From an optimization exercise on the open Yosys and OpenROAD flow, aimed at a short achievable clock period; shortcuts taken in it are not production practice.
Function was not checked in any run shown here: the RTL went through the layout flow alone.
Power figures rest on the tool's default switching activity, not on a simulated workload.

## flow/config.mk

```make
export PLATFORM = sky130hd
export DESIGN_NAME = ts0710_codec
export DESIGN_NICKNAME = ts0710_codec
export VERILOG_FILES = /design/flow/design.v
export SDC_FILE = /design/flow/constraint.sdc
export NUM_CORES = 4
export LEC_CHECK = 0
export ABC_CLOCK_PERIOD_IN_PS = 1800
export CAP_MARGIN = 20
export CORE_MARGIN = 2
export CORE_UTILIZATION = 40
export SETUP_SLACK_MARGIN = 3.6
export SLEW_MARGIN = 20
export TNS_END_PERCENT = 100
```

## flow/design.v

```verilog
module ts0710_crc_step (
    input  wire [7:0] crc_in,
    input  wire [7:0] data,
    output reg  [7:0] crc_out
);
    integer k;
    always @* begin
        crc_out = crc_in ^ data;
        for (k = 0; k < 8; k = k + 1) begin
            if (crc_out[0])
                crc_out = (crc_out >> 1) ^ 8'hE0;
            else
                crc_out = crc_out >> 1;
        end
    end
endmodule
module ts0710_rx #(
    parameter [15:0] ACC_CAP = 16'd32774
) (
    input  wire        clk,
    input  wire        rst,
    input  wire        compat,      
    input  wire        flush,       
    input  wire        rx_valid,
    input  wire [7:0]  rx_data,
    output reg         code_valid,
    output reg  [3:0]  code,
    output reg  [7:0]  frm_addr,
    output reg  [7:0]  frm_ctrl,
    output reg  [15:0] frm_len,
    output reg  [7:0]  frm_fcs,
    output reg         pay_valid,
    output reg  [7:0]  pay_data,
    output reg         in_frame,
    output reg  [15:0] acc_len
);
    localparam [7:0] FLAG = 8'hF9;
    localparam [3:0] C_DROPPED      = 4'd0,
                     C_STARTED      = 4'd1,
                     C_APPENDED     = 4'd2,
                     C_COLLAPSED    = 4'd3,
                     C_FRAME_OK     = 4'd4,
                     C_FRAME_BAD    = 4'd5,
                     C_FRAME_CSUM   = 4'd6,
                     C_OVF_DROPPED  = 4'd7,
                     C_OVF_RESTART  = 4'd8;
    reg  [15:0] accp1;       
    reg         at_cap;      
    reg         is1;         
    reg         ph1;         
    reg         ph2;         
    reg         ph3;         
    reg         ph4;         
    reg         post;        
    reg  [14:0] rem;         
    reg         ge;          
    reg         ex;          
    reg  [7:0]  len0_r;      
    reg  [14:0] len_r;       
    reg  [7:0]  prev1;       
    reg  [7:0]  crc_r;       
    reg         pend;        
    wire        ctrl_uih  = ((frm_ctrl & 8'hEF) == 8'hEF);
    wire        ctrl_ua   = ((frm_ctrl & 8'hEF) == 8'h63);
    wire        quirk_len = post & (len0_r == 8'hFF);
    wire        rem_nz    = (rem != 15'd0);
    wire        std_pay   = post & ~ge & rem_nz;
    wire        qrk_pay   = (rem[6:1] != 6'h3F);    
    wire        pay_here  = quirk_len ? qrk_pay : std_pay;
    wire        covered   = ~post | (std_pay & ~ctrl_uih);
    wire        live      = in_frame & ~at_cap;     
    wire [7:0]  crc_fold;
    ts0710_crc_step u_crc (.crc_in(crc_r), .data(prev1), .crc_out(crc_fold));
    wire        fcs_match = ((~crc_r) == prev1);
    wire [3:0]  cmpl_code_c0 = ~ex ? C_FRAME_BAD : (fcs_match ? C_FRAME_OK : C_FRAME_CSUM);
    wire [3:0]  cmpl_code_c1 = quirk_len ? C_FRAME_OK :
                               (~ex ? C_FRAME_BAD :
                                ((fcs_match | ctrl_ua) ? C_FRAME_OK : C_FRAME_CSUM));
    wire [3:0]  code_live_flag = is1 ? C_COLLAPSED : C_APPENDED;
    wire [15:0] accp2     = accp1 + 16'd1;
    wire        accp1_cap = (accp1 == ACC_CAP);
    wire [15:0] accm5     = acc_len - 16'd5;
    wire        is_flag = (rx_data == FLAG);
    wire        idle    = ~live | flush;
    wire        ovf     = in_frame & at_cap & ~flush;
    wire        start   = rx_valid & idle & is_flag;
    wire        sel_one  = rx_valid & is_flag & (idle | is1);
    wire        sel_inc  = rx_valid & ~idle & ~(is_flag & (is1 | ge));
    wire        sel_hold = ~rx_valid & ~flush;
    reg  [3:0]  code_n;
    always @* begin
        if (idle)
            code_n = is_flag ? (ovf ? C_OVF_RESTART : C_STARTED)
                             : (ovf ? C_OVF_DROPPED : C_DROPPED);
        else if (!is_flag)
            code_n = C_APPENDED;
        else if (ge)
            code_n = compat ? cmpl_code_c1 : cmpl_code_c0;
        else
            code_n = code_live_flag;
    end
    always @(posedge clk) begin
        if (rst) begin
            code_valid <= 1'b0;
            pay_valid  <= 1'b0;
            in_frame   <= 1'b0;
            acc_len    <= 16'd0;
            accp1      <= 16'd1;
            at_cap     <= 1'b0;
            is1        <= 1'b0;
        end else begin
            code_valid <= rx_valid;
            pay_valid  <= rx_valid & ~flush & live & pay_here;
            if (rx_valid)
                in_frame <= idle ? is_flag : ~(is_flag & ge);
            else if (flush)
                in_frame <= 1'b0;
            if (sel_one) begin
                acc_len <= 16'd1;
                accp1   <= 16'd2;
            end else if (sel_inc) begin
                acc_len <= accp1;
                accp1   <= accp2;
            end else if (!sel_hold) begin
                acc_len <= 16'd0;
                accp1   <= 16'd1;
            end
            at_cap <= (sel_inc & accp1_cap) | (sel_hold & at_cap);
            is1    <= sel_one | (sel_hold & is1);
        end
    end
    always @(posedge clk) begin
        code     <= code_n;
        pay_data <= quirk_len ? frm_fcs : rx_data;
        frm_len  <= (compat & quirk_len) ? accm5 : {1'b0, len_r};
        if (ph1) frm_addr <= rx_data;
        if (ph2) frm_ctrl <= rx_data;
        if (ph3) len0_r   <= rx_data;
        if (ph3)
            len_r <= {8'd0, rx_data[7:1]};
        else if (ph4)
            len_r <= {rx_data, len0_r[7:1]};
        if (ph3)
            rem <= {8'd0, rx_data[7:1]};
        else if (ph4)
            rem <= {rx_data, len0_r[7:1]};
        else if (rx_valid & std_pay)
            rem <= rem - 15'd1;
        if (rx_valid) begin
            prev1   <= rx_data;
            frm_fcs <= prev1;
        end
        pend <= rx_valid & covered;
        if (ph1)
            crc_r <= 8'hFF;
        else if (pend)
            crc_r <= crc_fold;
        if (start) begin
            ph1 <= 1'b1;
            ph2 <= 1'b0;
            ph3 <= 1'b0;
            ph4 <= 1'b0;
            post <= 1'b0;
            ge  <= 1'b0;
            ex  <= 1'b0;
        end else if (rx_valid) begin
            ph1  <= ph1 & is_flag;
            ph2  <= ph1 & ~is_flag;
            ph3  <= ph2;
            ph4  <= ph3 & ~rx_data[0];
            post <= post | ph4 | (ph3 & rx_data[0]);
            if (post & ~ge & ~rem_nz) begin
                ge <= 1'b1;
                ex <= 1'b1;
            end
            if (ge)
                ex <= 1'b0;
        end
    end
endmodule
module ts0710_tx (
    input  wire        clk,
    input  wire        rst,
    input  wire        tx_start,
    input  wire [7:0]  tx_addr,
    input  wire [7:0]  tx_ctrl,
    input  wire [15:0] tx_len,
    output reg         tx_ready,    
    input  wire        tx_pl_valid,
    input  wire [7:0]  tx_pl_data,
    output reg         tx_pl_ready,  
    output reg         tx_valid,
    output reg  [7:0]  tx_data,
    output reg         len_err      
);
    localparam [7:0] FLAG = 8'hF9;
    reg        st_addr, st_ctrl, st_len0, st_len1, st_fcs, st_close;
    reg [7:0]  addr_r;
    reg [7:0]  ctrl_r;
    reg [14:0] len_r;
    reg [14:0] rem;         
    reg [7:0]  crc_r;       
    reg        pend;        
    wire       ctrl_uih  = ((ctrl_r & 8'hEF) == 8'hEF);
    wire       short_len = (len_r[14:7] == 8'd0);
    wire       zero_len  = short_len & (len_r[6:0] == 7'd0);
    wire [7:0] len_b0    = {len_r[6:0], short_len};
    wire [7:0] len_b1    = len_r[14:7];
    wire       last      = (rem == 15'd1);
    wire [7:0] crc_fold;
    ts0710_crc_step u_crc (.crc_in(crc_r), .data(tx_data), .crc_out(crc_fold));
    wire [7:0] crc_cur = pend ? crc_fold : crc_r;
    wire       go   = tx_start & tx_ready & ~tx_len[15];
    wire       take = tx_pl_ready & tx_pl_valid;
    always @(posedge clk) begin
        if (rst) begin
            tx_ready    <= 1'b1;
            tx_pl_ready <= 1'b0;
            st_addr     <= 1'b0;
            st_ctrl     <= 1'b0;
            st_len0     <= 1'b0;
            st_len1     <= 1'b0;
            st_fcs      <= 1'b0;
            st_close    <= 1'b0;
            tx_valid    <= 1'b0;
            len_err     <= 1'b0;
        end else begin
            len_err     <= tx_start & tx_ready & tx_len[15];
            tx_ready    <= (tx_ready & ~go) | st_close;
            st_addr     <= go;
            st_ctrl     <= st_addr;
            st_len0     <= st_ctrl;
            st_len1     <= st_len0 & ~short_len;
            tx_pl_ready <= (st_len0 & short_len & ~zero_len) | st_len1 |
                           (tx_pl_ready & ~(tx_pl_valid & last));
            st_fcs      <= (st_len0 & zero_len) | (take & last);
            st_close    <= st_fcs;
            tx_valid    <= go | st_addr | st_ctrl | st_len0 | st_len1 |
                           take | st_fcs | st_close;
        end
    end
    always @(posedge clk) begin
        if (tx_ready) begin
            addr_r <= tx_addr | 8'h01;
            ctrl_r <= tx_ctrl;
            len_r  <= tx_len[14:0];
            rem    <= tx_len[14:0];
        end else if (take) begin
            rem <= rem - 15'd1;
        end
        if (tx_ready)
            crc_r <= 8'hFF;
        else if (pend)
            crc_r <= crc_fold;
        pend <= st_addr | st_ctrl | st_len0 | st_len1 | (take & ~ctrl_uih);
        tx_data <= ({8{st_addr}}     & addr_r)     |
                   ({8{st_ctrl}}     & ctrl_r)     |
                   ({8{st_len0}}     & len_b0)     |
                   ({8{st_len1}}     & len_b1)     |
                   ({8{tx_pl_ready}} & tx_pl_data) |
                   ({8{st_fcs}}      & ~crc_cur)   |
                   ({8{tx_ready | st_close}} & FLAG);
    end
endmodule
module ts0710_codec (
    input  wire        clk,
    input  wire        rst,           
    input  wire        compat,        
    input  wire        stat_clr,      
    input  wire        rx_valid,
    input  wire [7:0]  rx_data,
    input  wire        rx_flush,      
    output wire        rx_code_valid,
    output wire [3:0]  rx_code,
    output wire [7:0]  frm_addr,
    output wire [7:0]  frm_ctrl,
    output wire [15:0] frm_len,
    output wire [7:0]  frm_fcs,
    output wire        pay_valid,
    output wire [7:0]  pay_data,
    output wire        in_frame,
    output wire [15:0] acc_len,
    input  wire        tx_start,
    input  wire [7:0]  tx_addr,
    input  wire [7:0]  tx_ctrl,
    input  wire [15:0] tx_len,
    output wire        tx_ready,
    input  wire        tx_pl_valid,
    input  wire [7:0]  tx_pl_data,
    output wire        tx_pl_ready,
    output wire        tx_valid,
    output wire [7:0]  tx_data,
    output reg  [31:0] cnt_ok,
    output reg  [31:0] cnt_framing,
    output reg  [31:0] cnt_checksum,
    output reg  [31:0] cnt_overflow,
    output reg  [3:0]  err_flags      
);
    wire tx_len_err;
    ts0710_rx u_rx (
        .clk        (clk),
        .rst        (rst),
        .compat     (compat),
        .flush      (rx_flush),
        .rx_valid   (rx_valid),
        .rx_data    (rx_data),
        .code_valid (rx_code_valid),
        .code       (rx_code),
        .frm_addr   (frm_addr),
        .frm_ctrl   (frm_ctrl),
        .frm_len    (frm_len),
        .frm_fcs    (frm_fcs),
        .pay_valid  (pay_valid),
        .pay_data   (pay_data),
        .in_frame   (in_frame),
        .acc_len    (acc_len)
    );
    ts0710_tx u_tx (
        .clk         (clk),
        .rst         (rst),
        .tx_start    (tx_start),
        .tx_addr     (tx_addr),
        .tx_ctrl     (tx_ctrl),
        .tx_len      (tx_len),
        .tx_ready    (tx_ready),
        .tx_pl_valid (tx_pl_valid),
        .tx_pl_data  (tx_pl_data),
        .tx_pl_ready (tx_pl_ready),
        .tx_valid    (tx_valid),
        .tx_data     (tx_data),
        .len_err     (tx_len_err)
    );
    wire ev_ok   = rx_code_valid && (rx_code == 4'd4);
    wire ev_bad  = rx_code_valid && (rx_code == 4'd5);
    wire ev_csum = rx_code_valid && (rx_code == 4'd6);
    wire ev_ovf  = rx_code_valid && ((rx_code == 4'd7) || (rx_code == 4'd8));
    reg clr_d;
    always @(posedge clk) begin
        if (rst) clr_d <= 1'b0;
        else     clr_d <= stat_clr;
    end
    wire [31:0] ok_next, bad_next, csum_next, ovf_next;
    ts0710_counter u_cnt_ok   (.clk(clk), .rst(rst), .clr(clr_d), .ev(ev_ok),   .cnt(cnt_ok),       .cnt_next(ok_next));
    ts0710_counter u_cnt_bad  (.clk(clk), .rst(rst), .clr(clr_d), .ev(ev_bad),  .cnt(cnt_framing),  .cnt_next(bad_next));
    ts0710_counter u_cnt_csum (.clk(clk), .rst(rst), .clr(clr_d), .ev(ev_csum), .cnt(cnt_checksum), .cnt_next(csum_next));
    ts0710_counter u_cnt_ovf  (.clk(clk), .rst(rst), .clr(clr_d), .ev(ev_ovf),  .cnt(cnt_overflow), .cnt_next(ovf_next));
    wire [3:0] err_base = clr_d ? 4'd0 : err_flags;
    always @(posedge clk) begin
        if (rst) begin
            cnt_ok       <= 32'd0;
            cnt_framing  <= 32'd0;
            cnt_checksum <= 32'd0;
            cnt_overflow <= 32'd0;
            err_flags    <= 4'd0;
        end else begin
            cnt_ok       <= ok_next;
            cnt_framing  <= bad_next;
            cnt_checksum <= csum_next;
            cnt_overflow <= ovf_next;
            err_flags    <= err_base | {tx_len_err, ev_ovf, ev_csum, ev_bad};
        end
    end
endmodule
module ts0710_counter (
    input  wire        clk,
    input  wire        rst,
    input  wire        clr,
    input  wire        ev,
    input  wire [31:0] cnt,
    output wire [31:0] cnt_next
);
    reg  [2:0]  ones;       
    wire [31:0] base   = clr ? 32'd0 : cnt;
    wire [2:0]  bones  = clr ? 3'd0 : ones;
    wire [3:0]  inc;
    assign inc[0] = ev;
    assign inc[1] = ev & bones[0];
    assign inc[2] = ev & bones[0] & bones[1];
    assign inc[3] = ev & bones[0] & bones[1] & bones[2];
    assign cnt_next[7:0]   = base[7:0]   + {7'd0, inc[0]};
    assign cnt_next[15:8]  = base[15:8]  + {7'd0, inc[1]};
    assign cnt_next[23:16] = base[23:16] + {7'd0, inc[2]};
    assign cnt_next[31:24] = base[31:24] + {7'd0, inc[3]};
    wire [2:0] ones_next;
    genvar k;
    generate
        for (k = 0; k < 3; k = k + 1) begin : g_ones
            assign ones_next[k] = inc[k] ? (base[8*k+7:8*k] == 8'hFE) : bones[k];
        end
    endgenerate
    always @(posedge clk) begin
        if (rst) ones <= 3'd0;
        else     ones <= ones_next;
    end
endmodule
```

## flow/constraint.sdc

```tcl
create_clock -name core_clock -period 5.5 [get_ports {clk}]
set_input_delay 1.1000 -clock core_clock [delete_from_list [all_inputs] [get_ports {clk}]]
set_output_delay 1.1000 -clock core_clock [all_outputs]
set_load 0.01 [all_outputs]
```

## flow/run.sh

```bash
#!/bin/bash
# synth_recipe.tcl (not shown) runs the flow's synth.tcl, then flattens the netlist and writes it again
# the make line also repeats each setting of config.mk as NAME=value (left out here)
make -C /OpenROAD-flow-scripts/flow DESIGN_CONFIG=/design/flow/config.mk WORK_HOME=/design/flow/orfs CLKGATE_MAP_FILE= SYNTH_SCRIPT=/design/flow/synth_recipe.tcl finish
```

==> summary.txt, run 1 <==
Hold Path Origin = u_rx.len_r[9]$_SDFFE_PP0P_
DP Wirelength = 28.1 mm
GP Congestion = 0.820
HP Class = flip-flop to flip-flop
H-tree depth = 2
Post-CTS Hold Fix Bufs = 0
Finished Layout Cells = 2669
wl on met1 = 21.0 mm
full die area = 0.0415 mm2
Die Y = 204 um
register area share after synthesis = 52.4%
Max Clock Skew = 0.0170 ns
post-route setup TNS = 0 ns
vias = 13600
Ys Warns = 5
synth cell count leaders = 269 x dfxtp_1, 183 x nor2_1, 108 x nand2_1, 105 x nor2b_1, 101 x xor2_1
met3 wire length = 2.21 mm
worst-path maximum fanout = 3
Post-Syn Area = 0.0159 mm2
synthesized area per cell = 10.2 um2
dominant register cell in the synthesized netlist = dfxtp_1
GRT overflow = 0
CP peak stage delay = 0.34 ns
hold_ws = 0.450 ns
Clock Sink Count = 368
syn_nets = 1668
antenna violations before repair = 0
post-synth cell types = 72
Clk Latency, worst-skew pair = 0.56 ns
clock slew at reported path FFs = 0.06 ns
Max Root-Sink Buffers = 3
Crit. End Element = primary output
synthesis-to-finish area growth = 54.8%
Setup CP Type = flip-flop to primary output
Peak VDD IR = 265 uV
number of synthesized flops with an enable pin = 99
min Tclk post-route = 2.27 ns
Max Cap Viol = 0
beginning of the critical path = u_rx.code[0]$_DFF_P_
f_max = 441 MHz
most area-consuming cells after synthesis = dfxtp_1 34%, edfxtp_1 19%, xor2_1 5.5%
DR top layer = met4
worst slew pin tran = 0.721 ns
Worst Setup Start Kind = flip-flop
IO buf count = 268
largest net degree at the start of global routing = 54
die width = 204 um
Initial Util = 40.3%
count leader, synth = dfxtp_1
cell at the slowest stage of the critical path = dfxtp_4
CTS root buf = clkbuf_16
Starting DRT DRC Count = 724
Final Routed Wirelength = 47.5 mm
Pre-Repair DR Iteration Count = 5
CP Data Arrival Time = 1.17 ns
area of the core = 0.0395 mm2
vias in the first global route = 13400
endpoints failing setup = 0
number of cells produced by synthesis = 1571
CTS Buf Count = 41
CP cell instances = buf_4 > buf_6
Diodes inserted = 0
CTS tree = done
status = complete, no violations
row count = 73
placed insts = 2307
first-pass GRT wire length = 72.8 mm
asr flop ratio synth = 0%
vias per std cell = 5.10
# DRC = 0
nets@finish = 2208
Seq cells post-synth = 368
global-route usage over all layers = 22.1%
ANT nets after route = 0
LEAKAGE = 9.88 nW
Synth area leader = dfxtp_1
CP required = 4.40 ns
layout cell share with drive strength beyond 1 = 45.8%
Slew Viols, Final = 0
routed len/inst = 17.8 um
Top-Level Pins = 270
Slew HR = 51.9%
final hold violations = 0
post-synth top area share = 33.8%
reg2reg setup slack = 3.28 ns
R2R Path Start = u_rx.code[0]$_DFF_P_
wire length on met2 = 23.0 mm
RSZ-0062 raised after global routing = true
Final period util = 41.2%
Pwr Density = 279 mW/mm2
-- cell families (layout without fill, tap and decap cells) --
logic type                 count (synthesis)  in the layout  share of synthesized area [%]
AOI/OAI and AO/OA                        195            196                           7.74
xor gates and xnor gates                 180            180                           10.7
adders and majority gates                 41             41                           3.22
buffers and inverters                    101            670                           2.43
DFF                                      368            368                           52.4
muxes                                     32             32                           2.12
and+or+nand+nor                          654            657                           21.4
-- area by class of cell --
class | instances | area [um2]
clock inverter | 17 | 168
multi-input combinational | 1106 | 8630
sequential | 368 | 8720
clock buffer | 59 | 1170
fill | 3205 | 14900
timing repair buffer | 558 | 5200
inverter | 36 | 149
tap | 525 | 657
-- where the power goes --
part	internal, W	switching [W]	total (W)
logic	0.000507	0.000483	0.000990
registers	0.00297	0.000184	0.00316
clock network	0.00162	0.00112	0.00274
-- per-stage QoR --
| stage | utilization (%) | setup WS [ns] | area, um2 | power [W] |
|---|---|---|---|---|
| after floorplan | - | 3.16 | 16300 | 0.00378 |
| after global placement | 49.1 | 1.73 | 19400 | 0.00405 |
| after detailed placement | 49.1 | 1.67 | 19400 | 0.00407 |
| after CTS | 59.7 | 3.22 | 23600 | 0.00687 |
| after global routing | 62.4 | 3.17 | 24700 | 0.00718 |
| final | 62.4 | 3.23 | 24700 | 0.00689 |
-- cell usage in the layout (no fill, tap or decap), drive strengths merged, types with 13 or more instances in the layout --
| cell | n |
|---|---|
| ha | 41 |
| mux2i | 18 |
| clkdlybuf4s50 | 42 |
| nand3 | 88 |
| nor2b | 105 |
| o21ai | 58 |
| nor2 | 184 |
| clkbuf | 60 |
| inv | 37 |
| edfxtp | 99 |
| buf | 512 |
| dfxtp | 269 |
| xnor2 | 69 |
| nand2 | 108 |
| a22oi | 27 |
| nand2b | 13 |
| and3 | 26 |
| nor4 | 16 |
| a21oi | 50 |
| xor2 | 102 |
| nor3 | 28 |
| nand4 | 14 |
| mux2 | 14 |
-- sequential cells by signal (all words and copies together) (netlist names), 15 cells and up --
signal,count
u_rx.rem,15
u_rx.frm_len,16
u_tx.rem,15
u_tx.len_r,15
cnt_ok,32
cnt_overflow,32
cnt_framing,32
u_rx.len_r,15
cnt_checksum,32
u_rx.accp1,16
u_rx.acc_len,16
-- critical path, delay by kind of cell, from the launching register on --
family	cells	cell delay, ns
DFF	1	0.34
buffers and inverters	2	0.26
-- final timing paths --
path | endpoint | cells after the start
worst max-delay path | rx_code[0] | 2
worst min-delay path | u_rx.frm_len[9]$_DFF_P_ | 2
worst max register to register | cnt_overflow[13]$_SDFF_PP0_ | 8
worst min register to register | u_rx.frm_len[9]$_DFF_P_ | 2
-- repair_timing --
action	CTS	global route
pin swaps	101	92
setup buffers	217	63
gates cloned	6	0
endpoints found under the setup margin	452	432
gates resized for setup	1501	133
endpoints found under the hold margin	0	0
-- routing by layer --
layer / vias up / global-route usage (%)
met5: - / 0
met4: 0 / 7.35
met3: 80 / 3.36
met2: 333 / 37.4
met1: 6651 / 28.7
li1: 6558 / -
==> run 2: changes to the inputs <==
--- a/flow/design.v
+++ b/flow/design.v
@@ -339,12 +339,11 @@
         if (rst) clr_d <= 1'b0;
         else     clr_d <= stat_clr;
     end
-    wire [31:0] ok_next, bad_next, csum_next, ovf_next;
-    ts0710_counter u_cnt_ok   (.clk(clk), .rst(rst), .clr(clr_d), .ev(ev_ok),   .cnt(cnt_ok),       .cnt_next(ok_next));
-    ts0710_counter u_cnt_bad  (.clk(clk), .rst(rst), .clr(clr_d), .ev(ev_bad),  .cnt(cnt_framing),  .cnt_next(bad_next));
-    ts0710_counter u_cnt_csum (.clk(clk), .rst(rst), .clr(clr_d), .ev(ev_csum), .cnt(cnt_checksum), .cnt_next(csum_next));
-    ts0710_counter u_cnt_ovf  (.clk(clk), .rst(rst), .clr(clr_d), .ev(ev_ovf),  .cnt(cnt_overflow), .cnt_next(ovf_next));
-    wire [3:0] err_base = clr_d ? 4'd0 : err_flags;
+    wire [31:0] ok_base   = clr_d ? 32'd0 : cnt_ok;
+    wire [31:0] bad_base  = clr_d ? 32'd0 : cnt_framing;
+    wire [31:0] csum_base = clr_d ? 32'd0 : cnt_checksum;
+    wire [31:0] ovf_base  = clr_d ? 32'd0 : cnt_overflow;
+    wire [3:0]  err_base  = clr_d ? 4'd0  : err_flags;
     always @(posedge clk) begin
         if (rst) begin
             cnt_ok       <= 32'd0;
@@ -353,43 +352,11 @@
             cnt_overflow <= 32'd0;
             err_flags    <= 4'd0;
         end else begin
-            cnt_ok       <= ok_next;
-            cnt_framing  <= bad_next;
-            cnt_checksum <= csum_next;
-            cnt_overflow <= ovf_next;
-            err_flags    <= err_base | {tx_len_err, ev_ovf, ev_csum, ev_bad};
+            cnt_ok       <= ok_base   + {31'd0, ev_ok};
+            cnt_framing  <= bad_base  + {31'd0, ev_bad};
+            cnt_checksum <= csum_base + {31'd0, ev_csum};
+            cnt_overflow <= ovf_base  + {31'd0, ev_ovf};
+            err_flags    <= err_base  | {tx_len_err, ev_ovf, ev_csum, ev_bad};
         end
     end
 endmodule
-module ts0710_counter (
-    input  wire        clk,
-    input  wire        rst,
-    input  wire        clr,
-    input  wire        ev,
-    input  wire [31:0] cnt,
-    output wire [31:0] cnt_next
-);
-    reg  [2:0]  ones;       
-    wire [31:0] base   = clr ? 32'd0 : cnt;
-    wire [2:0]  bones  = clr ? 3'd0 : ones;
-    wire [3:0]  inc;
-    assign inc[0] = ev;
-    assign inc[1] = ev & bones[0];
-    assign inc[2] = ev & bones[0] & bones[1];
-    assign inc[3] = ev & bones[0] & bones[1] & bones[2];
-    assign cnt_next[7:0]   = base[7:0]   + {7'd0, inc[0]};
-    assign cnt_next[15:8]  = base[15:8]  + {7'd0, inc[1]};
-    assign cnt_next[23:16] = base[23:16] + {7'd0, inc[2]};
-    assign cnt_next[31:24] = base[31:24] + {7'd0, inc[3]};
-    wire [2:0] ones_next;
-    genvar k;
-    generate
-        for (k = 0; k < 3; k = k + 1) begin : g_ones
-            assign ones_next[k] = inc[k] ? (base[8*k+7:8*k] == 8'hFE) : bones[k];
-        end
-    endgenerate
-    always @(posedge clk) begin
-        if (rst) ones <= 3'd0;
-        else     ones <= ones_next;
-    end
-endmodule
==> run 2 against run 1 <==
Die area shrank 2.8%. Register-to-register slack lost 0.12 ns. Routed wire length is 0.35% higher. First-iteration DRC count is 14% higher. Clock-buffer cell count is 3 lower. Utilization up 0.31 points. Global-route usage grew 0.58 points. Synthesized cell count grew 0.45%. Final area shrank 2.3%. Via count is 1.9% higher. Sequential share of layout area hardly changed.
==> summary.txt, run 2 <==
status = complete, no violations (unchanged)
GP Congestion = 0.818 (was 0.820)
Max Root-Sink Buffers = 3 (unchanged)
count leader, synth = dfxtp_1 (unchanged)
Max Cap Viol = 0 (unchanged)
nets@finish = 2177 (was 2208)
routed len/inst = 18.0 um (was 17.8 um)
GRT overflow = 0 (unchanged)
syn_nets = 1652 (was 1668)
met2 usage = 37.9% (was 37.4%)
vias = 13900 (was 13600)
post-route setup TNS = 0 ns (unchanged)
HP Class = flip-flop to flip-flop (unchanged)
final hold violations = 0 (unchanged)
Pre-Repair DR Iteration Count = 5 (unchanged)
hold_ws = 0.440 ns (was 0.450 ns)
Clock Power Share = 41.4% (was 39.8%)
die width = 201 um (was 204 um)
Final WS setup = 3.16 ns (was 3.23 ns)
CTS root buf = clkbuf_16 (unchanged)
Starting DRT DRC Count = 822 (was 724)
GR Layer Usage met1 = 30.0% (was 28.7%)
CP Data Arrival Time = 2.76 ns (was 1.17 ns)
Top-Level Pins = 270 (unchanged)
Initial Util = 40.3% (about the same)
# DRC = 0 (unchanged)
Post-CTS Hold Fix Bufs = 0 (unchanged)
Max Clock Skew = 0.0220 ns (was 0.0170 ns)
first-pass GRT wire length = 73.8 mm (was 72.8 mm)
Final Routed Wirelength = 47.7 mm (was 47.5 mm)
Slew Viols, Final = 0 (unchanged)
vias per std cell = 5.23 (was 5.10)
Final period util = 42.5% (was 41.2%)
commonest cells after routing, fill and taps aside = 235 x buf_4, 219 x buf_6, 182 x nor2_1 (was 242 x buf_4, 222 x buf_6, 168 x nor2_1)
Internal Power = 0.00498 W (was 0.00510 W)
synthesized area per cell = 9.82 um2 (was 10.2 um2)
Peak VDD IR = 242 uV (was 265 uV)
full die area = 0.0403 mm2 (was 0.0415 mm2)
Clk Latency, worst-skew pair = 0.56 ns (about the same)
asr flop ratio synth = 0% (unchanged)
Setup CP Type = flip-flop to flip-flop (was flip-flop to primary output)
post-synth cell types = 71 (was 72)
Post-Syn Area = 0.0155 mm2 (was 0.0159 mm2)
largest net degree at the start of global routing = 75 (was 54)
H-tree depth = 2 (unchanged)
Pwr Density = 277 mW/mm2 (was 279 mW/mm2)
CP required = 5.92 ns (was 4.40 ns)
commonest non-fill, non-tap cell in the layout = buf_4 (unchanged)
Clock Sink Count = 356 (was 368)
clock slew at reported path FFs = 0.06 ns (about the same)
synthesis-to-finish area growth = 55.7% (was 54.8%)
Ys Warns = 4 (was 5)
Worst Setup Start Kind = flip-flop (unchanged)
f_max = 428 MHz (was 441 MHz)
CTS Buf Count = 40 (was 41)
ANT nets after route = 0 (unchanged)
Sw Share = 25.6% (was 26.0%)
met3 Track Usage GR = 5.00% (was 3.36%)
RSZ-0062 raised after global routing = true (unchanged)
area of the core = 0.0385 mm2 (was 0.0395 mm2)
Synth area leader = dfxtp_1 (unchanged)
pre-CTS setup slack = 1.91 ns (was 1.67 ns)
dominant register cell in the synthesized netlist = dfxtp_1 (unchanged)
register area share after synthesis = 52.4% (about the same)
post-synth top area share = 33.2% (was 33.8%)
synth cell count leaders = 257 x dfxtp_1, 206 x nor2_1, 137 x nand2_1, 99 x edfxtp_1, 95 x xnor2_1 (was 269 x dfxtp_1, 183 x nor2_1, 108 x nand2_1, 105 x nor2b_1, 101 x xor2_1)
most area-consuming cells after synthesis = dfxtp_1 33%, edfxtp_1 19%, xnor2_1 5.4% (was dfxtp_1 34%, edfxtp_1 19%, xor2_1 5.5%)
Seq cells post-synth = 356 (was 368)
Seq pwr share = 45.2% (was 45.8%)
Slew HR = 47.5% (was 51.9%)
vias in the first global route = 13400 (about the same)
worst slew pin tran = 0.787 ns (was 0.721 ns)
Crit. End Element = flip-flop (was primary output)
Diodes inserted = 0 (unchanged)
Pwr Total = 0.00669 W (was 0.00689 W)
worst-path maximum fanout = 5 (was 3)
DP Wirelength = 28.3 mm (was 28.1 mm)
row count = 72 (was 73)
endpoints failing setup = 0 (unchanged)
global-route usage over all layers = 22.6% (was 22.1%)
P_sw = 0.00171 W (was 0.00179 W)
Die Y = 201 um (was 204 um)
LEAKAGE = 9.65 nW (was 9.88 nW)
antenna violations before repair = 0 (unchanged)
min Tclk post-route = 2.34 ns (was 2.27 ns)
layout cell share with drive strength beyond 1 = 46.3% (was 45.8%)
CTS tree = done (unchanged)
GR peak layer = met2 (unchanged)
Gate power share = 13.4% (was 14.4%)
number of synthesized flops with an enable pin = 99 (unchanged)
IO buf count = 268 (unchanged)
number of cells produced by synthesis = 1578 (was 1571)
[run 2: changes by cell type after synthesis, moves of 7 or more]
cell | previous run | this run
dfxtp_1 | 269 | 257
ha_1 | 41 | 18
nand2_1 | 108 | 137
nand3_1 | 88 | 65
nand4_1 | 14 | 55
nor2_1 | 183 | 206
nor2b_1 | 105 | 45
o21ai_0 | 58 | 73
or3_1 | 9 | 23
or4_1 | 4 | 11
xnor2_1 | 69 | 95
xor2_1 | 101 | 93
[run 2: critical path, stage by stage (launching register included)]
cell and delay [ns]:
dfxtp_2 0.35, nor2b_4 0.18, nand2_4 0.07, buf_6 0.12, nor3_4 0.16, ha_4 0.18
buf_6 0.09, ha_4 0.14, nand2_4 0.06, nor4_4 0.19, buf_6 0.18, nand4_1 0.12
xor2_1 0.26, nor2_1 0.07
[run 2: power groups by stage]
stage	logic (W)	clock network, W	registers, W
after detailed placement	0.000767	0	0.00309
after CTS	0.000834	0.00281	0.00301
after global placement	0.000756	0	0.00309
after global routing	0.000988	0.00295	0.00304
final	0.000898	0.00277	0.00302
after floorplan	0.000543	0	0.00306
[run 2: final timing paths]
kind                           start                       to  slack [ns]  cells past startpoint
max reg2reg     u_rx.code[2]$_DFF_P_    cnt_ok[30]$_SDFF_PP0_        3.16                     13
min reg2reg  u_tx.len_err$_SDFF_PP0_  err_flags[3]$_SDFF_PP0_        0.44                      2
min          u_tx.len_err$_SDFF_PP0_  err_flags[3]$_SDFF_PP0_        0.44                      2
max             u_rx.code[2]$_DFF_P_    cnt_ok[30]$_SDFF_PP0_        3.16                     13
[run 2: cell families after synthesis]
| kind of cell | after synthesis | synth area share [%] |
|---|---|---|
| mux | 23 | 1.57 |
| buf+inv | 100 | 2.45 |
| xor+xnor | 195 | 11.7 |
| flops | 356 | 52.4 |
| compound gates | 195 | 7.73 |
| simple gates | 691 | 22.8 |
| fa+ha+maj | 18 | 1.45 |
[run 2: timing repair]
item	in CTS	in global routing
gates resized for setup	1472	188
setup endpoints to repair	436	409
pin swaps	62	119
buffers inserted	194	70
cloned	9	1
[run 2: area by class of cell]
type	count	area (um2)
Fill cell	3096	14300
Sequential cell	356	8510
Multi-Input combinational cell	1127	8400
Timing Repair Buffer	545	5060
Clock buffer	56	1190
Tap cell	518	648
Clock inverter	18	181
Inverter	32	129
Timing Repair inverter	1	7.51
[run 2: per-stage QoR]
step	utilization, %	cells	instance area, um2
after global routing	62.7	2653	24100
after detailed placement	49.4	2305	19000
final	62.7	2653	24100
after CTS	59.2	2582	22800
after floorplan	-	1578	16100
after global placement	49.4	2305	19000
[run 2: metal layers]
metal,routed length (um),up-vias
met5,0,-
met4,965,0
met1,20600,6721
met2,23100,481
met3,3040,76
li1,-,6603
==> run 3: changes to the inputs <==
--- a/flow/design.v
+++ b/flow/design.v
@@ -62,13 +62,12 @@
     reg         pend;        
     wire        ctrl_uih  = ((frm_ctrl & 8'hEF) == 8'hEF);
     wire        ctrl_ua   = ((frm_ctrl & 8'hEF) == 8'h63);
-    wire        quirk_len = post & (len0_r == 8'hFF);
+    wire        quirk_len = (len0_r == 8'hFF);
     wire        rem_nz    = (rem != 15'd0);
     wire        std_pay   = post & ~ge & rem_nz;
     wire        qrk_pay   = (rem[6:1] != 6'h3F);    
     wire        pay_here  = quirk_len ? qrk_pay : std_pay;
     wire        covered   = ~post | (std_pay & ~ctrl_uih);
-    wire        live      = in_frame & ~at_cap;     
     wire [7:0]  crc_fold;
     ts0710_crc_step u_crc (.crc_in(crc_r), .data(prev1), .crc_out(crc_fold));
     wire        fcs_match = ((~crc_r) == prev1);
@@ -76,14 +75,15 @@
     wire [3:0]  cmpl_code_c1 = quirk_len ? C_FRAME_OK :
                                (~ex ? C_FRAME_BAD :
                                 ((fcs_match | ctrl_ua) ? C_FRAME_OK : C_FRAME_CSUM));
-    wire [3:0]  code_live_flag = is1 ? C_COLLAPSED : C_APPENDED;
     wire [15:0] accp2     = accp1 + 16'd1;
     wire        accp1_cap = (accp1 == ACC_CAP);
     wire [15:0] accm5     = acc_len - 16'd5;
     wire        is_flag = (rx_data == FLAG);
-    wire        idle    = ~live | flush;
-    wire        ovf     = in_frame & at_cap & ~flush;
+    wire        idle    = ~in_frame | flush | at_cap;
+    wire        ovf     = in_frame & ~flush & at_cap;
     wire        start   = rx_valid & idle & is_flag;
+    wire        app     = rx_valid & ~idle & ~(is_flag & is1);
+    wire        cmpl    = app & is_flag & ge;
     wire        sel_one  = rx_valid & is_flag & (idle | is1);
     wire        sel_inc  = rx_valid & ~idle & ~(is_flag & (is1 | ge));
     wire        sel_hold = ~rx_valid & ~flush;
@@ -92,12 +92,12 @@
         if (idle)
             code_n = is_flag ? (ovf ? C_OVF_RESTART : C_STARTED)
                              : (ovf ? C_OVF_DROPPED : C_DROPPED);
-        else if (!is_flag)
-            code_n = C_APPENDED;
-        else if (ge)
+        else if (is_flag & is1)
+            code_n = C_COLLAPSED;
+        else if (is_flag & ge)
             code_n = compat ? cmpl_code_c1 : cmpl_code_c0;
         else
-            code_n = code_live_flag;
+            code_n = C_APPENDED;
     end
     always @(posedge clk) begin
         if (rst) begin
@@ -110,7 +110,7 @@
             is1        <= 1'b0;
         end else begin
             code_valid <= rx_valid;
-            pay_valid  <= rx_valid & ~flush & live & pay_here;
+            pay_valid  <= app & pay_here;
             if (rx_valid)
                 in_frame <= idle ? is_flag : ~(is_flag & ge);
             else if (flush)
@@ -133,45 +133,46 @@
         code     <= code_n;
         pay_data <= quirk_len ? frm_fcs : rx_data;
         frm_len  <= (compat & quirk_len) ? accm5 : {1'b0, len_r};
-        if (ph1) frm_addr <= rx_data;
-        if (ph2) frm_ctrl <= rx_data;
-        if (ph3) len0_r   <= rx_data;
-        if (ph3)
-            len_r <= {8'd0, rx_data[7:1]};
-        else if (ph4)
-            len_r <= {rx_data, len0_r[7:1]};
-        if (ph3)
-            rem <= {8'd0, rx_data[7:1]};
-        else if (ph4)
-            rem <= {rx_data, len0_r[7:1]};
-        else if (rx_valid & std_pay)
-            rem <= rem - 15'd1;
-        if (rx_valid) begin
-            prev1   <= rx_data;
-            frm_fcs <= prev1;
-        end
-        pend <= rx_valid & covered;
-        if (ph1)
+        pend     <= app & covered;
+        if (start)
             crc_r <= 8'hFF;
         else if (pend)
             crc_r <= crc_fold;
         if (start) begin
-            ph1 <= 1'b1;
-            ph2 <= 1'b0;
-            ph3 <= 1'b0;
-            ph4 <= 1'b0;
-            post <= 1'b0;
-            ge  <= 1'b0;
-            ex  <= 1'b0;
-        end else if (rx_valid) begin
-            ph1  <= ph1 & is_flag;
-            ph2  <= ph1 & ~is_flag;
-            ph3  <= ph2;
-            ph4  <= ph3 & ~rx_data[0];
-            post <= post | ph4 | (ph3 & rx_data[0]);
-            if (post & ~ge & ~rem_nz) begin
-                ge <= 1'b1;
-                ex <= 1'b1;
+            ph1    <= 1'b1;
+            ph2    <= 1'b0;
+            ph3    <= 1'b0;
+            ph4    <= 1'b0;
+            post   <= 1'b0;
+            ge     <= 1'b0;
+            ex     <= 1'b0;
+            len0_r <= 8'd0;
+        end else if (app) begin
+            ph1   <= 1'b0;
+            ph2   <= ph1;
+            ph3   <= ph2;
+            ph4   <= ph3 & ~rx_data[0];
+            post  <= post | ph4 | (ph3 & rx_data[0]);
+            prev1   <= rx_data;
+            frm_fcs <= prev1;
+            if (ph1) frm_addr <= rx_data;
+            if (ph2) frm_ctrl <= rx_data;
+            if (ph3) begin
+                len0_r <= rx_data;
+                len_r  <= {8'd0, rx_data[7:1]};
+                rem    <= {8'd0, rx_data[7:1]};
+            end
+            if (ph4) begin
+                len_r <= {rx_data, len0_r[7:1]};
+                rem   <= {rx_data, len0_r[7:1]};
+            end
+            if (post & ~ge) begin
+                if (rem_nz)
+                    rem <= rem - 15'd1;
+                else begin
+                    ge <= 1'b1;
+                    ex <= 1'b1;
+                end
             end
             if (ge)
                 ex <= 1'b0;
==> flow/config.mk (replaced) <==
export PLATFORM = sky130hd
export DESIGN_NAME = ts0710_codec
export DESIGN_NICKNAME = ts0710_codec
export VERILOG_FILES = /design/flow/design.v
export SDC_FILE = /design/flow/constraint.sdc
export NUM_CORES = 4
export LEC_CHECK = 0
export CAP_MARGIN = 20
export CORE_MARGIN = 2
export CORE_UTILIZATION = 40
export SLEW_MARGIN = 20
==> run 3 against run 2 <==
Hold slack about the same. Sequential share of layout area grew 5.0 points. Sequential power fell by 7.3%. Die area increased by 3.0%. Synthesized cell count increased by 4.9%. Clock-buffer cell count fell by 1. Global-route usage shrank 1.9 points. Critical path type is now primary input to flip-flop. Largest power group unchanged.
==> summary.txt, run 3 <==
Peak VDD IR = 304 uV (was 242 uV)
ANT nets after route = 0 (unchanged)
CTS Buf Count = 40 (unchanged)
Filler cells = 3664 (was 3096)
Pwr Density = 274 mW/mm2 (was 277 mW/mm2)
Setup CP Type = primary input to flip-flop (was flip-flop to flip-flop)
CTS tree = done (unchanged)
Ys Warns = 4 (unchanged)
Slew HR = 30.4% (was 47.5%)
global-route usage over all layers = 20.8% (was 22.6%)
post-synthesis simple-gate area fraction = 23.9% (was 22.8%)
Die Y = 204 um (was 201 um)
layout cell share with drive strength beyond 1 = 5.05% (was 46.3%)
post-synth top area share = 31.2% (was 33.2%)
status = complete, no violations (unchanged)
Final period util = 64.2% (was 42.5%)
Compound-Gate Fraction of Synth Area = 9.14% (was 7.73%)
placed cell area = 0.0192 mm2 (was 0.0190 mm2)
syn_nets = 1730 (was 1652)
post-route setup TNS = 0 ns (unchanged)
XOR/XNOR share of the synthesized area = 10.3% (was 11.7%)
synthesized area per cell = 9.65 um2 (was 9.82 um2)
RSZ-0062 raised after global routing = false (was true)
IO buf count = 268 (unchanged)
vias per std cell = 5.29 (was 5.23)
vias = 13100 (was 13900)
Sw Share = 22.6% (was 25.6%)
Post-CTS Hold Fix Bufs = 0 (unchanged)
dominant register cell in the synthesized netlist = dfxtp_1 (unchanged)
Core Util, Final = 51.5% (was 62.7%)
routed len/inst = 17.7 um (was 18.0 um)
most area-consuming cells after synthesis = dfxtp_1 31%, edfxtp_1 20%, xnor2_1 5.5% (was dfxtp_1 33%, edfxtp_1 19%, xnor2_1 5.4%)
endpoints failing setup = 0 (unchanged)
first-pass GRT wire length = 68.9 mm (was 73.8 mm)
Initial Util = 40.4% (was 40.3%)
Max Cap Viol = 0 (unchanged)
Top-Level Pins = 270 (unchanged)
Reg area = 0.00820 mm2 (was 0.00851 mm2)
Post-Syn Area = 0.0160 mm2 (was 0.0155 mm2)
multiplexer share of the synthesized area = 1.21% (was 1.57%)
Seq pwr share = 50.1% (was 45.2%)
# DRC = 0 (unchanged)
Pre-Repair DR Iteration Count = 5 (unchanged)
LEAKAGE = 7.19 nW (was 9.65 nW)
most used cell, CP = and2_1 (was buf_6)
die width = 204 um (was 201 um)
Clock Power Share = 45.3% (was 41.4%)
post-synth cell types = 73 (was 71)
postcts setup bufs = 0 (was 194)
CP cell instances = clkdlybuf4s50_1 > and4bb_2 > and2_1 > a211o_1 > inv_1 > buf_4 > and2_1 (was nor2b_4 > nand2_4 > buf_6 > nor3_4 > ha_4 > buf_6 > ha_4 > nand2_4 > nor4_4 > buf_6 > nand4_1 > xor2_1 > nor2_1)
CP peak stage delay = 0.69 ns (was 0.35 ns)
register area share after synthesis = 51.3% (was 52.4%)
H-tree depth = 2 (unchanged)
cell at the slowest stage of the critical path = clkdlybuf4s50_1 (was dfxtp_2)
Starting DRT DRC Count = 823 (was 822)
Worst Setup Start Kind = primary input (was flip-flop)
footprint of the multi-input gates = 0.00736 mm2 (was 0.00840 mm2)
Synth area leader = dfxtp_1 (unchanged)
asr flop ratio synth = 0% (unchanged)
Final Routed Wirelength = 43.8 mm (was 47.7 mm)
final hold violations = 0 (unchanged)
full die area = 0.0415 mm2 (was 0.0403 mm2)
CP required = 5.70 ns (was 5.92 ns)
P_sw = 0.00126 W (was 0.00171 W)
HP Class = flip-flop to flip-flop (unchanged)
area of the core = 0.0395 mm2 (was 0.0385 mm2)
Final WS setup = 1.97 ns (was 3.16 ns)
Seq cells post-synth = 356 (unchanged)
Slew Viols, Final = 0 (unchanged)
Clock Sink Count = 356 (unchanged)
clock slew at reported path FFs = 0.06 ns (about the same)
CTS root buf = clkbuf_16 (unchanged)
design area = 0.0204 mm2 (was 0.0241 mm2)
number of synthesized flops with an enable pin = 107 (was 99)
crit path buf inv count = 3 (unchanged)
Max Clock Skew = 0.0119 ns (was 0.0220 ns)
GP Congestion = 0.847 (was 0.818)
adder-cell area share of the yosys netlist = 1.49% (was 1.45%)
synth cell count leaders = 249 x dfxtp_1, 181 x nand2_1, 180 x nor2_1, 107 x edfxtp_1, 100 x xnor2_1 (was 257 x dfxtp_1, 206 x nor2_1, 137 x nand2_1, 99 x edfxtp_1, 95 x xnor2_1)
commonest non-fill, non-tap cell in the layout = clkdlybuf4s50_1 (was buf_4)
GRT overflow = 0 (unchanged)
hold_ws = 0.440 ns (about the same)
vias in the first global route = 12600 (was 13400)
Internal Power = 0.00432 W (was 0.00498 W)
Resized Gates After CTS = 0 (was 1472)
worst-path maximum fanout = 21 (was 5)
row count = 73 (was 72)
min Tclk post-route = 3.53 ns (was 2.34 ns)
commonest cells after routing, fill and taps aside = 267 x clkdlybuf4s50_1, 247 x dfxtp_1, 180 x nand2_1, 180 x nor2_1, 107 x edfxtp_1 (was 235 x buf_4, 219 x buf_6, 182 x nor2_1)
CP delay by family, top = simple AND/OR/NAND/NOR gates (unchanged)
count leader, synth = dfxtp_1 (unchanged)
Crit. End Element = flip-flop (unchanged)
Clk Latency, worst-skew pair = 0.55 ns (was 0.56 ns)
DP Wirelength = 30.9 mm (was 28.3 mm)
synthesis-to-finish area growth = 27.6% (was 55.7%)
Max Root-Sink Buffers = 3 (unchanged)
Diodes inserted = 0 (unchanged)
largest net degree at the start of global routing = 78 (was 75)
number of cells produced by synthesis = 1655 (was 1578)
main combinational cell family by area after synthesis = simple AND/OR/NAND/NOR gates (unchanged)
nets@finish = 1987 (was 2177)
f_max = 283 MHz (was 428 MHz)
pre-CTS setup slack = 1.36 ns (was 1.91 ns)
antenna violations before repair = 0 (unchanged)
worst slew pin tran = 1.04 ns (was 0.787 ns)
Gate power share = 4.6% (was 13.4%)
CP Data Arrival Time = 3.73 ns (was 2.76 ns)
[run 3: tightest hold or removal path, cell delays in order, from the launching register on]
cell and delay [ns]:
dfxtp_1 0.31, a21oi_1 0.03, nor2_1 0.07
[run 3: logic make-up after synthesis]
kind of cell | Yosys count
flops | 356
xor+xnor | 177
simple gates | 741
compound gates | 237
fa+ha+maj | 19
buf+inv | 106
mux | 19
[run 3: cell type report]
| class | instances | area share, % |
|---|---|---|
| repair buffers | 283 | 13.7 |
| inverters | 38 | 0.700 |
| multi-input cells | 1193 | 36.1 |
| clock inverters | 17 | 0.405 |
| flip-flops and latches | 356 | 40.2 |
| well taps | 525 | 3.22 |
| clock buffers | 55 | 5.59 |
[run 3: path summary, 6_finish.rpt]
kind                      startpoint  cells after the start  slack, ns                          end
min reg2reg  u_tx.len_err$_SDFF_PP0_                      2       0.44      err_flags[3]$_SDFF_PP0_
min          u_tx.len_err$_SDFF_PP0_                      2       0.44      err_flags[3]$_SDFF_PP0_
max reg2reg     u_rx.code[2]$_DFF_P_                     11       2.26  cnt_checksum[24]$_SDFF_PP0_
max                       rx_data[0]                      7       1.97   u_rx.frm_addr[3]$_DFFE_PP_
[run 3: metrics by stage]
step	cells	total power, W
final	2467	0.00557
after global routing	2467	0.00577
after CTS	2467	0.00565
after detailed placement	2395	0.00311
after global placement	2395	0.00310
after floorplan	1655	0.00298
[run 3: power by group through the flow]
| stage | Sequential [W] | Clock, W | Combinational (W) |
|---|---|---|---|
| after floorplan | 0.00284 | 0 | 0.000142 |
| after detailed placement | 0.00285 | 0 | 0.000257 |
| after global routing | 0.00280 | 0.00269 | 0.000279 |
| after CTS | 0.00279 | 0.00260 | 0.000258 |
| final | 0.00280 | 0.00252 | 0.000255 |
| after global placement | 0.00285 | 0 | 0.000253 |
[run 3: metal layers]
layer / wire length [um] / global-route usage, % / vias up
met5: 0 / 0 / -
met4: 1080 / 6.99 / 0
met3: 2660 / 3.95 / 70
met2: 20000 / 32.9 / 411
met1: 20100 / 28.5 / 6209
li1: - / - / 6369
==> run 4: changes to the inputs <==
--- a/flow/config.mk
+++ b/flow/config.mk
@@ -5,7 +5,10 @@
 export SDC_FILE = /design/flow/constraint.sdc
 export NUM_CORES = 4
 export LEC_CHECK = 0
+export ABC_CLOCK_PERIOD_IN_PS = 1800
 export CAP_MARGIN = 20
 export CORE_MARGIN = 2
 export CORE_UTILIZATION = 40
+export SETUP_SLACK_MARGIN = 3.6
 export SLEW_MARGIN = 20
+export TNS_END_PERCENT = 100
==> run 4 against run 3 <==
Final area up 27%. First-iteration DRC count grew 8.5%. Clock-buffer cell count is 1 higher. Combinational power increased by 24%. Hold slack worse by 0.00079 ns. Die area did not move. Sequential share of layout area is 7.0 points lower. Non-clock buffer count is 318 higher. Synthesized cell count did not move. Clock power grew 8.7%. Still clean. Worst setup slack better by 1.0 ns. Critical path depth up 5.
==> summary.txt, run 4 <==
status = complete, no violations (unchanged)
post-route setup TNS = 0 ns (unchanged)
cell at the slowest stage of the critical path = dfxtp_2 (was clkdlybuf4s50_1)
most used cell, CP = ha_4 (was and2_1)
Ys Warns = 4 (unchanged)
Final Routed Wirelength = 53.6 mm (was 43.8 mm)
CP peak stage delay = 0.36 ns (was 0.69 ns)
synthesized area per cell = 9.65 um2 (unchanged)
CP Data Arrival Time = 3.01 ns (was 3.73 ns)
Clock Sink Count = 356 (unchanged)
ANT nets after route = 0 (unchanged)
vias per std cell = 5.39 (was 5.29)
nets@finish = 2315 (was 1987)
number of cells produced by synthesis = 1655 (unchanged)
worst slew pin tran = 1.01 ns (was 1.04 ns)
register area share after synthesis = 51.3% (unchanged)
Max Clock Skew = 0.0304 ns (was 0.0119 ns)
post-synth cell types = 73 (unchanged)
synth cell count leaders = 249 x dfxtp_1, 181 x nand2_1, 180 x nor2_1, 107 x edfxtp_1, 100 x xnor2_1 (unchanged)
synthesis-to-finish area growth = 61.9% (was 27.6%)
first-pass GRT wire length = 79.1 mm (was 68.9 mm)
CP cell instances = nor2b_4 > nand2_4 > nor3b_4 > ha_4 > ha_4 > nand3_4 > nor4bb_4 > buf_4 > nand4_1 > buf_6 > or3_1 > a21oi_1 (was clkdlybuf4s50_1 > and4bb_2 > and2_1 > a211o_1 > inv_1 > buf_4 > and2_1)
Clk Latency, worst-skew pair = 0.57 ns (was 0.55 ns)
asr flop ratio synth = 0% (unchanged)
CTS Buf Count = 40 (unchanged)
hold_ws = 0.439 ns (was 0.440 ns)
Worst Setup Start Kind = flip-flop (was primary input)
antenna violations before repair = 2 (was 0)
syn_nets = 1730 (unchanged)
Seq cells post-synth = 356 (unchanged)
commonest non-fill, non-tap cell in the layout = buf_4 (was clkdlybuf4s50_1)
crit path buf inv count = 2 (was 3)
worst-path maximum fanout = 7 (was 21)
routed len/inst = 19.2 um (was 17.7 um)
f_max = 397 MHz (was 283 MHz)
Slew Viols, Final = 0 (unchanged)
Initial Util = 40.4% (unchanged)
Post-Syn Area = 0.0160 mm2 (unchanged)
global-route usage over all layers = 24.2% (was 20.8%)
Final period util = 45.8% (was 64.2%)
CP required = 5.99 ns (was 5.70 ns)
most area-consuming cells after synthesis = dfxtp_1 31%, edfxtp_1 20%, xnor2_1 5.5% (unchanged)
Die Y = 204 um (unchanged)
LEAKAGE = 10.4 nW (was 7.19 nW)
Top-Level Pins = 270 (unchanged)
vias in the first global route = 14300 (was 12600)
GP Congestion = 0.891 (was 0.847)
post-synth top area share = 31.2% (unchanged)
vias = 15100 (was 13100)
Max Root-Sink Buffers = 3 (unchanged)
Peak VDD IR = 224 uV (was 304 uV)
endpoints failing setup = 0 (unchanged)
full die area = 0.0415 mm2 (unchanged)
commonest cells after routing, fill and taps aside = 257 x buf_4, 245 x buf_6, 158 x nand2_1 (was 267 x clkdlybuf4s50_1, 247 x dfxtp_1, 180 x nand2_1, 180 x nor2_1, 107 x edfxtp_1)
area of the core = 0.0395 mm2 (unchanged)
Slew HR = 32.5% (was 30.4%)
Max Cap Viol = 0 (unchanged)
Pwr Density = 225 mW/mm2 (was 274 mW/mm2)
Starting DRT DRC Count = 893 (was 823)
CTS root buf = clkbuf_16 (unchanged)
count leader, synth = dfxtp_1 (unchanged)
min Tclk post-route = 2.52 ns (was 3.53 ns)
layout cell share with drive strength beyond 1 = 48.3% (was 5.05%)
# DRC = 0 (unchanged)
H-tree depth = 2 (unchanged)
die width = 204 um (unchanged)
clock slew at reported path FFs = 0.06 ns (about the same)
Setup CP Type = flip-flop to flip-flop (was primary input to flip-flop)
IO buf count = 268 (unchanged)
final hold violations = 0 (unchanged)
DP Wirelength = 31.5 mm (was 30.9 mm)
dominant register cell in the synthesized netlist = dfxtp_1 (unchanged)
row count = 73 (unchanged)
HP Class = flip-flop to flip-flop (unchanged)
Crit. End Element = flip-flop (unchanged)
Pre-Repair DR Iteration Count = 5 (unchanged)
CP delay by family, top = simple AND/OR/NAND/NOR gates (unchanged)
RSZ-0062 raised after global routing = true (was false)
Filler cells = 3047 (was 3664)
CTS tree = done (unchanged)
number of synthesized flops with an enable pin = 107 (unchanged)
GRT overflow = 0 (unchanged)
largest net degree at the start of global routing = 76 (was 78)
Synth area leader = dfxtp_1 (unchanged)
-- run 4: logic make-up (layout without fill, tap and decap cells) --
| group | Yosys count | in the layout | share of synthesized area (%) |
|---|---|---|---|
| AND/OR/NAND/NOR | 741 | 744 | 23.9 |
| flip-flops | 356 | 356 | 51.3 |
| AO/OA/AOI/OAI | 237 | 237 | 9.14 |
| XOR/XNOR | 177 | 177 | 10.3 |
| buffers and inverters | 106 | 718 | 2.63 |
| adder cells (fa/ha/maj) | 19 | 19 | 1.49 |
| multiplexers | 19 | 19 | 1.21 |
| other | 0 | 2 | 0 |
-- run 4: metrics by stage --
stage / setup slack [ns] / instance area (um2) / utilization, % / power [W] / cells
floorplan: 2.77 / 16500 / - / 0.00298 / 1655
global placement: 1.66 / 19600 / 49.6 / 0.00311 / 2401
detailed placement: 1.64 / 19600 / 49.6 / 0.00311 / 2401
CTS: 2.96 / 24300 / 61.5 / 0.00585 / 2723
global route: 2.86 / 25900 / 65.4 / 0.00601 / 2797
finish: 2.98 / 25900 / 65.4 / 0.00582 / 2797
-- run 4: metal layers --
| metal | part of all wire (%) | vias to the layer above | global-route usage (%) |
|---|---|---|---|
| met5 | 0 | - | 0 |
| met4 | 3.8 | 0 | 11.3 |
| met3 | 6.7 | 122 | 4.40 |
| met2 | 48 | 546 | 38.3 |
| met1 | 42 | 7351 | 32.1 |
| li1 | - | 7048 | - |
-- run 4: path summary, 6_finish.rpt --
kind / from / to / slack, ns / depth (start not counted)
max: u_rx.code[2]$_DFF_P_ / cnt_checksum[28]$_SDFF_PP0_ / 2.98 / 12
min: u_tx.len_err$_SDFF_PP0_ / err_flags[3]$_SDFF_PP0_ / 0.44 / 2
max reg2reg: u_rx.code[2]$_DFF_P_ / cnt_checksum[28]$_SDFF_PP0_ / 2.98 / 12
min reg2reg: u_tx.len_err$_SDFF_PP0_ / err_flags[3]$_SDFF_PP0_ / 0.44 / 2
-- run 4: power breakdown --
| part | internal (W) | leakage, nW | switching, W |
|---|---|---|---|
| logic | 0.000151 | 6.53 | 0.000166 |
| registers | 0.00272 | 3.16 | 0.0000481 |
| clock network | 0.00162 | 0.665 | 0.00112 |
-- run 4: worst reg2reg max path: stages, from the launching register on --
cell and delay [ns]:
dfxtp_2 0.36, nor2b_4 0.18, nand2_4 0.07, nor3b_4 0.23, ha_4 0.19, ha_4 0.14, nand3_4 0.09, nor4bb_4 0.29
buf_4 0.17, nand4_1 0.11, buf_6 0.16, or3_1 0.34, a21oi_1 0.12
-- run 4: area by class of cell --
cell class | count | area (um2) | area share [%]
Multi-Input combinational cell | 1196 | 9230 | 35.7
Tap cell | 525 | 657 | 2.54
Sequential cell | 356 | 8600 | 33.3
Inverter | 38 | 181 | 0.701
Antenna cell | 2 | 5.00 | 0.0193
Clock inverter | 16 | 145 | 0.561
Timing Repair inverter | 7 | 118 | 0.455
Timing Repair Buffer | 601 | 5720 | 22.1
Clock buffer | 56 | 1200 | 4.66
-- run 4: timing repair --
| action | 4_1_cts | 5_1_grt |
|---|---|---|
| pin swaps | 97 | 129 |
| gates cloned | 15 | 3 |
| endpoints found under the setup margin | 510 | 477 |
| buffers inserted | 235 | 69 |
| hold buffers | 0 | 0 |
| gates resized for setup | 1567 | 229 |

==> separate check: timing with driven ports <==
In the flow no input, the clock included, has a driving cell. The finished layouts below were timed again as built, in two steps. Step 1 sets driving cells, clkbuf_16 on the clock port and buf_2 on the other inputs (assumed; they add their load-dependent delay and slew). Step 2 moves the port delays by t, midway between the first and last clock arrival at a register: inputs arrive t later, outputs are due t later. That takes back most of the time a late clock gives input paths. Slacks: ideal / step 1 / step 2; pairs: ideal / step 1.
| run | shift t [ns] | slack for setup (ns) | worst hold slack (ns) | clock arrival spread, ns | worst slew at a driven data input, ns |
|---|---|---|---|---|---|
| run 1 | 0.607 | 3.235 / 3.182 / 2.892 | 0.450 / 0.450 / 0.450 | 0.018 / 0.018 | 0.07 |
| run 2 | 0.603 | 3.163 / 3.163 / 2.831 | 0.440 / 0.440 / 0.440 | 0.027 / 0.027 | 0.07 |
| run 3 | 0.599 | 1.971 / 2.003 / 1.404 | 0.440 / 0.440 / 0.440 | 0.017 / 0.017 | 0.05 |
| run 4 | 0.609 | 2.980 / 2.980 / 2.688 | 0.439 / 0.439 / 0.439 | 0.035 / 0.035 | 0.07 |
After both steps setup and hold are still met in every run listed. For run 3, which loses most, drivers alone change the setup slack by +0.032 ns; drivers and shift together by -0.567 ns.
